From an optimization exercise on the open Yosys and OpenROAD flow, aimed at small area, a short achievable clock period and few clock cycles per item; shortcuts taken in it are not production practice.
Function was checked by simulation only, so behaviour that the tests miss may differ from the original.
No activity file was given, so power comes from the tool's default toggle rates.

==> 04-28 <==
==> flow/design.v <==
module sha512_core (
    input  wire         clk,
    input  wire         rst,           
    input  wire         word_valid,
    input  wire [63:0]  word,
    input  wire         first,
    output wire         word_ready,
    output reg          digest_valid,
    output wire [511:0] digest
);
    localparam [80*64-1:0] K_TABLE = {
        64'h6c44198c4a475817,
        64'h5fcb6fab3ad6faec,
        64'h597f299cfc657e2a,
        64'h4cc5d4becb3e42b6,   
        64'h431d67c49c100d4c,
        64'h3c9ebe0a15c9bebc,
        64'h32caab7b40c72493,
        64'h28db77f523047d84,   
        64'h1b710b35131c471b,
        64'h113f9804bef90dae,
        64'h0a637dc5a2c898a6,
        64'h06f067aa72176fba,   
        64'hf57d4f7fee6ed178,
        64'heada7dd6cde0eb1e,
        64'hd186b8c721c0c207,
        64'hca273eceea26619c,   
        64'hc67178f2e372532b,
        64'hbef9a3f7b2c67915,
        64'ha4506cebde82bde9,
        64'h90befffa23631e28,   
        64'h8cc702081a6439ec,
        64'h84c87814a1f0ab72,
        64'h78a5636f43172f60,
        64'h748f82ee5defb2fc,   
        64'h682e6ff3d6b2b8a3,
        64'h5b9cca4f7763e373,
        64'h4ed8aa4ae3418acb,
        64'h391c0cb3c5c95a63,   
        64'h34b0bcb5e19b48a8,
        64'h2748774cdf8eeb99,
        64'h1e376c085141ab53,
        64'h19a4c116b8d2d0c8,   
        64'h106aa07032bbd1b8,
        64'hf40e35855771202a,
        64'hd69906245565a910,
        64'hd192e819d6ef5218,   
        64'hc76c51a30654be30,
        64'hc24b8b70d0f89791,
        64'ha81a664bbc423001,
        64'ha2bfe8a14cf10364,   
        64'h92722c851482353b,
        64'h81c2c92e47edaee6,
        64'h766a0abb3c77b2a8,
        64'h650a73548baf63de,   
        64'h53380d139d95b3df,
        64'h4d2c6dfc5ac42aed,
        64'h2e1b21385c26c926,
        64'h27b70a8546d22ffc,   
        64'h142929670a0e6e70,
        64'h06ca6351e003826f,
        64'hd5a79147930aa725,
        64'hc6e00bf33da88fc2,   
        64'hbf597fc7beef0ee4,
        64'hb00327c898fb213f,
        64'ha831c66d2db43210,
        64'h983e5152ee66dfab,   
        64'h76f988da831153b5,
        64'h5cb0a9dcbd41fbd4,
        64'h4a7484aa6ea6e483,
        64'h2de92c6f592b0275,   
        64'h240ca1cc77ac9c65,
        64'h0fc19dc68b8cd5b5,
        64'hefbe4786384f25e3,
        64'he49b69c19ef14ad2,   
        64'hc19bf174cf692694,
        64'h9bdc06a725c71235,
        64'h80deb1fe3b1696b1,
        64'h72be5d74f27b896f,   
        64'h550c7dc3d5ffb4e2,
        64'h243185be4ee4b28c,
        64'h12835b0145706fbe,
        64'hd807aa98a3030242,   
        64'hab1c5ed5da6d8118,
        64'h923f82a4af194f9b,
        64'h59f111f1b605d019,
        64'h3956c25bf348b538,   
        64'he9b5dba58189dbbc,
        64'hb5c0fbcfec4d3b2f,
        64'h7137449123ef65cd,
        64'h428a2f98d728ae22   
    };
    localparam [8*64-1:0] H0_TABLE = {
        64'h5be0cd19137e2179,
        64'h1f83d9abfb41bd6b,
        64'h9b05688c2b3e6c1f,
        64'h510e527fade682d1,
        64'ha54ff53a5f1d36f1,
        64'h3c6ef372fe94f82b,
        64'hbb67ae8584caa73b,
        64'h6a09e667f3bcc908
    };
    function [63:0] kconst(input [6:0] t);
        kconst = K_TABLE[64*t +: 64];
    endfunction
    function [63:0] iv(input [2:0] i);
        iv = H0_TABLE[64*i +: 64];
    endfunction
    function [63:0] rotr(input [63:0] x, input integer n);
        rotr = (x >> n) | (x << (64 - n));
    endfunction
    function [63:0] csa_s(input [63:0] x, input [63:0] y, input [63:0] z);
        csa_s = x ^ y ^ z;
    endfunction
    function [63:0] csa_c(input [63:0] x, input [63:0] y, input [63:0] z);
        csa_c = ((x & y) | (x & z) | (y & z)) << 1;
    endfunction
    function [63:0] add_bk(input [63:0] x, input [63:0] y);
        reg [63:0] gg, pp;
        integer l, j;
        begin
            gg = x & y;
            pp = x ^ y;
            for (l = 0; l < 6; l = l + 1)
                for (j = (2 << l) - 1; j < 64; j = j + (2 << l)) begin
                    gg[j] = gg[j] | (pp[j] & gg[j - (1 << l)]);
                    pp[j] = pp[j] & pp[j - (1 << l)];
                end
            for (l = 4; l >= 0; l = l - 1)
                for (j = 3 * (1 << l) - 1; j < 64; j = j + (2 << l)) begin
                    gg[j] = gg[j] | (pp[j] & gg[j - (1 << l)]);
                    pp[j] = pp[j] & pp[j - (1 << l)];
                end
            add_bk = x ^ y ^ {gg[62:0], 1'b0};
        end
    endfunction
    reg         run;         
    reg  [6:0]  t;           
    reg  [4:0]  k;           
    reg         pend_iv;     
    reg         cur_iv;      
    reg         fin;         
    reg         load;        
    reg         sched;       
    reg         late;        
    reg         hupd;        
    reg  [3:0]  hs_h, hs_i;  
    reg         ib_v;
    reg  [63:0] ib_w;
    reg         ib_f;
    reg  [63:0] w [0:15];    
    reg  [63:0] hv [0:7];    
    reg  [63:0] a, b, c, d, e, f, g, h;
    reg  [63:0] kr;          
    reg  [63:0] p;           
    reg  [63:0] y;           
    reg  [14:0] wen;         
    reg  [6:0]  tk;          
    wire space  = late & ~k[4] & (~(k[3] & k[2] & k[1] & k[0]) | load);
    assign word_ready = ~ib_v | space;
    wire take   = ib_v & space;                  
    wire in_acc = word_valid & word_ready;
    wire [4:0] k_inc = k + {4'd0, take};
    wire start  = load & (k_inc == 5'd16);
    wire       run_n = rst ? 1'b0 : start ? 1'b1 : fin ? 1'b0 : run;
    wire [6:0] t_n   = rst ? 7'd80 : start ? 7'd0 : (run & ~fin) ? t + 7'd1 : t;
    wire       load_n = ~run_n | (t_n == 7'd80);
    wire       ib_v_n = ~rst & (in_acc | (ib_v & ~take));
    wire [4:0] k_n    = (rst | start) ? 5'd0 : k_inc;
    wire       late_n = ~run_n | (t_n >= 7'd64);
    wire       take_n = ib_v_n & late_n & ~k_n[4] & ((k_n != 5'd15) | load_n);
    wire       civ_n = rst ? 1'b0 : start ? pend_iv : fin ? 1'b0 : cur_iv;
    wire [63:0] big_sigma0 = rotr(a, 28) ^ rotr(a, 34) ^ rotr(a, 39);
    wire [63:0] big_sigma1 = rotr(e, 14) ^ rotr(e, 18) ^ rotr(e, 41);
    wire [63:0] ch         = (e & f) ^ (~e & g);
    wire [63:0] maj        = (a & b) ^ (a & c) ^ (b & c);
    wire [63:0] t1_s  = csa_s(big_sigma1, ch, p);
    wire [63:0] t1_c  = csa_c(big_sigma1, ch, p);
    wire [63:0] a1_s  = csa_s(t1_s, t1_c, big_sigma0);
    wire [63:0] a1_c  = csa_c(t1_s, t1_c, big_sigma0);
    wire [63:0] a2_s  = csa_s(a1_s, a1_c, maj);
    wire [63:0] a2_c  = csa_c(a1_s, a1_c, maj);
    wire [63:0] a_new = a2_s + a2_c;
    wire [63:0] e1_s  = csa_s(t1_s, t1_c, d);
    wire [63:0] e1_c  = csa_c(t1_s, t1_c, d);
    wire [63:0] e_new = e1_s + e1_c;
    wire [63:0] s0    = rotr(w[2], 1) ^ rotr(w[2], 8) ^ (w[2] >> 7);
    wire [63:0] s1    = rotr(w[14], 19) ^ rotr(w[14], 61) ^ (w[14] >> 6);
    wire [63:0] y_new = add_bk(csa_s(w[10], s0, w[1]), csa_c(w[10], s0, w[1]));
    wire [63:0] w_new = s1 + y;
    wire [63:0] ha_sel = ({64{hs_h[3]}} & hv[3]) | ({64{hs_h[2]}} & hv[2]) |
                         ({64{hs_h[1]}} & hv[1]) | ({64{hs_h[0]}} & hv[0]) |
                         ({64{hs_i[3]}} & iv(3)) | ({64{hs_i[2]}} & iv(2)) |
                         ({64{hs_i[1]}} & iv(1)) | ({64{hs_i[0]}} & iv(0));
    wire [63:0] he_sel = ({64{hs_h[3]}} & hv[7]) | ({64{hs_h[2]}} & hv[6]) |
                         ({64{hs_h[1]}} & hv[5]) | ({64{hs_h[0]}} & hv[4]) |
                         ({64{hs_i[3]}} & iv(7)) | ({64{hs_i[2]}} & iv(6)) |
                         ({64{hs_i[1]}} & iv(5)) | ({64{hs_i[0]}} & iv(4));
    wire [63:0] fa_out = add_bk(ha_sel, a & {64{run}});
    wire [63:0] fe_out = add_bk(he_sel, e & {64{run}});
    wire [63:0] ld [0:7];
    assign ld[0] = pend_iv ? iv(0) : fa_out;
    assign ld[1] = pend_iv ? iv(1) : hv[1];
    assign ld[2] = pend_iv ? iv(2) : hv[2];
    assign ld[3] = pend_iv ? iv(3) : hv[3];
    assign ld[4] = pend_iv ? iv(4) : fe_out;
    assign ld[5] = pend_iv ? iv(5) : hv[5];
    assign ld[6] = pend_iv ? iv(6) : hv[6];
    assign ld[7] = pend_iv ? iv(7) : hv[7];
    wire [63:0] hn    = load ? ld[7] : g;
    wire [63:0] p_new = hn + kr + w[1];
    genvar gi;
    generate
        for (gi = 0; gi < 8; gi = gi + 1) begin : g_dig
            assign digest[511 - 64*gi -: 64] = hv[gi];
        end
    endgenerate
    integer i;
    always @(posedge clk) begin
        if (load) begin
            a <= ld[0]; b <= ld[1]; c <= ld[2]; d <= ld[3];
            e <= ld[4]; f <= ld[5]; g <= ld[6]; h <= ld[7];
        end else begin
            a <= a_new; b <= a; c <= b; d <= c;
            e <= e_new; f <= e; g <= f; h <= g;
        end
        p <= p_new;
        y <= y_new;
        kr <= start ? kconst(7'd1) : load_n ? kconst(7'd0) : kconst(tk);
        tk <= t_n + 7'd2;
        for (i = 0; i < 15; i = i + 1)
            if (wen[i])
                w[i] <= w[i+1];
        for (i = 0; i < 15; i = i + 1)
            wen[i] <= take_n | (run_n & (i + k_n < 15));
        if (sched)
            w[15] <= w_new;
        else if (take)
            w[15] <= ib_w;
        if (hupd) begin
            if (hs_h[3] | hs_i[3]) begin hv[3] <= fa_out; hv[7] <= fe_out; end
            if (hs_h[2] | hs_i[2]) begin hv[2] <= fa_out; hv[6] <= fe_out; end
            if (hs_h[1] | hs_i[1]) begin hv[1] <= fa_out; hv[5] <= fe_out; end
            if (hs_h[0] | hs_i[0]) begin hv[0] <= fa_out; hv[4] <= fe_out; end
        end
        if (in_acc) begin
            ib_w <= word;
            ib_f <= first;
        end
        run    <= run_n;
        t      <= t_n;
        cur_iv <= civ_n;
        fin    <= run_n & (t_n == 7'd80);
        load   <= load_n;
        sched  <= run_n & (t_n < 7'd64);
        late   <= late_n;
        hupd   <= run_n & (t_n >= 7'd77);
        hs_h[3] <= run_n & (t_n == 7'd77) & ~civ_n;
        hs_h[2] <= run_n & (t_n == 7'd78) & ~civ_n;
        hs_h[1] <= run_n & (t_n == 7'd79) & ~civ_n;
        hs_h[0] <= ~(run_n & (t_n >= 7'd77) & (t_n <= 7'd79)) & ~civ_n;
        hs_i[3] <= run_n & (t_n == 7'd77) & civ_n;
        hs_i[2] <= run_n & (t_n == 7'd78) & civ_n;
        hs_i[1] <= run_n & (t_n == 7'd79) & civ_n;
        hs_i[0] <= ~(run_n & (t_n >= 7'd77) & (t_n <= 7'd79)) & civ_n;
        ib_v   <= ib_v_n;
        k      <= k_n;
        if (rst) begin
            pend_iv      <= 1'b1;
            digest_valid <= 1'b0;
        end else begin
            digest_valid <= fin;
            if (take & (k == 5'd0))
                pend_iv <= ib_f;
        end
    end
endmodule
==> flow/flow/run.sh <==
#!/bin/bash
set -u
cp config.mk config_my.mk.txt
grep -v '^export SETUP_SLACK_MARGIN' config_my.mk.txt > config.mk
echo 'export SETUP_SLACK_MARGIN = 7' >> config.mk
bash standard.sh > standard.log 2>&1
==> flow/standard.sh <==
#!/bin/bash
# synth_recipe.tcl (not shown) runs the flow's synth.tcl, then flattens the netlist and writes it again
# the make line also repeats each setting of config.mk as NAME=value (left out here)
make -C /OpenROAD-flow-scripts/flow DESIGN_CONFIG=/design/flow/config.mk WORK_HOME=/design/flow/orfs CLKGATE_MAP_FILE= SYNTH_SCRIPT=/design/flow/synth_recipe.tcl "${@:-finish}"
==> flow/config.mk <==
export PLATFORM = sky130hd
export DESIGN_NAME = sha512_core
export DESIGN_NICKNAME = sha512_core
export VERILOG_FILES = /design/flow/design.v
export SDC_FILE = /design/flow/constraint.sdc
export NUM_CORES = 4
export LEC_CHECK = 0
export CAP_MARGIN = 20
export CORE_MARGIN = 2
export CORE_UTILIZATION = 55
export CTS_CLUSTER_DIAMETER = 80
export CTS_CLUSTER_SIZE = 30
export SLEW_MARGIN = 20
export SYNTH_MEMORY_MAX_BITS = 16384
export SETUP_SLACK_MARGIN = 7
==> flow/constraint.sdc <==
create_clock -name core_clock -period 12.0 [get_ports {clk}]
set_input_delay 2.4000 -clock core_clock [delete_from_list [all_inputs] [get_ports {clk}]]
set_output_delay 2.4000 -clock core_clock [all_outputs]
set_load 0.01 [all_outputs]
==> 09-08 (differences from 04-28) <==
--- a/flow/design.v
+++ b/flow/design.v
@@ -147,5 +147,2 @@
     reg  [3:0]  hs_h, hs_i;  
-    reg         ib_v;
-    reg  [63:0] ib_w;
-    reg         ib_f;
     reg  [63:0] w [0:15];    
@@ -156,8 +153,7 @@
     reg  [63:0] y;           
-    reg  [14:0] wen;         
+    reg  [14:0] wrun;        
     reg  [6:0]  tk;          
     wire space  = late & ~k[4] & (~(k[3] & k[2] & k[1] & k[0]) | load);
-    assign word_ready = ~ib_v | space;
-    wire take   = ib_v & space;                  
-    wire in_acc = word_valid & word_ready;
+    assign word_ready = space;
+    wire take   = word_valid & space;            
     wire [4:0] k_inc = k + {4'd0, take};
@@ -167,6 +163,4 @@
     wire       load_n = ~run_n | (t_n == 7'd80);
-    wire       ib_v_n = ~rst & (in_acc | (ib_v & ~take));
     wire [4:0] k_n    = (rst | start) ? 5'd0 : k_inc;
     wire       late_n = ~run_n | (t_n >= 7'd64);
-    wire       take_n = ib_v_n & late_n & ~k_n[4] & ((k_n != 5'd15) | load_n);
     wire       civ_n = rst ? 1'b0 : start ? pend_iv : fin ? 1'b0 : cur_iv;
@@ -231,6 +225,6 @@
         for (i = 0; i < 15; i = i + 1)
-            if (wen[i])
+            if (take | wrun[i])
                 w[i] <= w[i+1];
         for (i = 0; i < 15; i = i + 1)
-            wen[i] <= take_n | (run_n & (i + k_n < 15));
+            wrun[i] <= run_n & (i + k_n < 15);
         if (sched)
@@ -238,3 +232,3 @@
         else if (take)
-            w[15] <= ib_w;
+            w[15] <= word;
         if (hupd) begin
@@ -244,6 +238,2 @@
             if (hs_h[0] | hs_i[0]) begin hv[0] <= fa_out; hv[4] <= fe_out; end
-        end
-        if (in_acc) begin
-            ib_w <= word;
-            ib_f <= first;
         end
@@ -265,3 +255,2 @@
         hs_i[0] <= ~(run_n & (t_n >= 7'd77) & (t_n <= 7'd79)) & civ_n;
-        ib_v   <= ib_v_n;
         k      <= k_n;
@@ -273,3 +262,3 @@
             if (take & (k == 5'd0))
-                pend_iv <= ib_f;
+                pend_iv <= first;
         end
CTS_CLUSTER_DIAMETER = default   (was 80)
CTS_CLUSTER_SIZE = default   (was 30)
==> 10-23 (differences from 04-28) <==
--- a/flow/design.v
+++ b/flow/design.v
@@ -147,5 +147,2 @@
     reg  [3:0]  hs_h, hs_i;  
-    reg         ib_v;
-    reg  [63:0] ib_w;
-    reg         ib_f;
     reg  [63:0] w [0:15];    
@@ -156,8 +153,7 @@
     reg  [63:0] y;           
-    reg  [14:0] wen;         
+    reg  [14:0] wrun;        
     reg  [6:0]  tk;          
     wire space  = late & ~k[4] & (~(k[3] & k[2] & k[1] & k[0]) | load);
-    assign word_ready = ~ib_v | space;
-    wire take   = ib_v & space;                  
-    wire in_acc = word_valid & word_ready;
+    assign word_ready = space;
+    wire take   = word_valid & space;            
     wire [4:0] k_inc = k + {4'd0, take};
@@ -167,6 +163,4 @@
     wire       load_n = ~run_n | (t_n == 7'd80);
-    wire       ib_v_n = ~rst & (in_acc | (ib_v & ~take));
     wire [4:0] k_n    = (rst | start) ? 5'd0 : k_inc;
     wire       late_n = ~run_n | (t_n >= 7'd64);
-    wire       take_n = ib_v_n & late_n & ~k_n[4] & ((k_n != 5'd15) | load_n);
     wire       civ_n = rst ? 1'b0 : start ? pend_iv : fin ? 1'b0 : cur_iv;
@@ -189,3 +183,3 @@
     wire [63:0] y_new = add_bk(csa_s(w[10], s0, w[1]), csa_c(w[10], s0, w[1]));
-    wire [63:0] w_new = s1 + y;
+    wire [63:0] w_new = add_bk(s1, y);
     wire [63:0] ha_sel = ({64{hs_h[3]}} & hv[3]) | ({64{hs_h[2]}} & hv[2]) |
@@ -210,3 +204,3 @@
     wire [63:0] hn    = load ? ld[7] : g;
-    wire [63:0] p_new = hn + kr + w[1];
+    wire [63:0] p_new = add_bk(csa_s(hn, kr, w[1]), csa_c(hn, kr, w[1]));
     genvar gi;
@@ -231,6 +225,6 @@
         for (i = 0; i < 15; i = i + 1)
-            if (wen[i])
+            if (take | wrun[i])
                 w[i] <= w[i+1];
         for (i = 0; i < 15; i = i + 1)
-            wen[i] <= take_n | (run_n & (i + k_n < 15));
+            wrun[i] <= run_n & (i + k_n < 15);
         if (sched)
@@ -238,3 +232,3 @@
         else if (take)
-            w[15] <= ib_w;
+            w[15] <= word;
         if (hupd) begin
@@ -244,6 +238,2 @@
             if (hs_h[0] | hs_i[0]) begin hv[0] <= fa_out; hv[4] <= fe_out; end
-        end
-        if (in_acc) begin
-            ib_w <= word;
-            ib_f <= first;
         end
@@ -265,3 +255,2 @@
         hs_i[0] <= ~(run_n & (t_n >= 7'd77) & (t_n <= 7'd79)) & civ_n;
-        ib_v   <= ib_v_n;
         k      <= k_n;
@@ -273,3 +262,3 @@
             if (take & (k == 5'd0))
-                pend_iv <= ib_f;
+                pend_iv <= first;
         end
CTS_CLUSTER_DIAMETER = default   (was 80)
CTS_CLUSTER_SIZE = default   (was 30)
==> run notes <==
Combinational power: 10-23 > 09-08 > 04-28. Register-to-register slack: 09-08 > 10-23 > 04-28. Sequential share of layout area: 10-23 is lower than 04-28 (1.6 points). Hold slack: 04-28 > 09-08 > 10-23. Against 09-08, the via count of 04-28 is lower by about 1.4%.
==> figures <==
item                                                              09-08          04-28          10-23
Hold Crit Endpoint                                             w[4][44]       w[2][24]       w[5][55]
Met1 Routed Length                                               163 mm         163 mm         169 mm
Design area                                               135,000 sq um  134,000 sq um  134,000 sq um
Total of flip-flops plus latches after synthesis                  2,161          2,227          2,161
Max IR drop VDD                                              0.000185 V     0.000185 V     0.000245 V
Run status                                     timing/DRC/antenna clean  timing/DRC/antenna clean  timing/DRC/antenna clean
Cell Count, Final, Fillers Out                                   13,200         13,100         12,800
Cell count along the critical path                                   18             19             19
Relative contribution of sequential cells to total power          0.306          0.385          0.298
Overall via count from detail_route                              87,400         86,200         87,200
Drt wl/cell                                                     36.3 um        36.1 um        39.9 um
Testbench counts of 04-28, summed over its fixed seeds: cycles 15,696, blocks 192.
Testbench counts of 09-08, summed over its fixed seeds: cycles 15,688, blocks 192.
Testbench counts of 10-23, summed over its fixed seeds: cycles 15,688, blocks 192.

-- re-timing with driven ports --
How much do the figures lean on ideal ports? The routed layouts below were timed once more, with nothing changed but the port constraints.
Step 1: set_driving_cell puts a clkbuf_16 on clk and a buf_2 on each other input, an assumption about the parent block.
Step 2, shift: input delay + t, output delay - t, t = (earliest + latest rising clock arrival at the registers) / 2. This alone moves slack from input paths to output paths.
Three values: ideal, step 1, step 2; two values: the first two.
| run | t, ns | setup WS [ns] | worst hold slack (ns) | worst setup path after step 2 | worst slew at a driven data input, ns |
|---|---|---|---|---|---|
| 04-28 | 0.943 | 6.370 / 6.370 / 6.177 | 0.415 / 0.415 / 0.415 | input to register | 0.09 |
| 09-08 | 0.980 | 6.688 / 6.688 / 6.400 | 0.373 / 0.373 / 0.373 | input to register | 0.06 |
| 10-23 | 0.993 | 6.645 / 6.645 / 6.169 | 0.372 / 0.372 / 0.372 | input to register | 0.14 |
After both steps every run listed still meets setup and hold. The setup slack of 10-23, which loses most, moves by 0.000 ns with the drivers and by -0.476 ns with both steps.
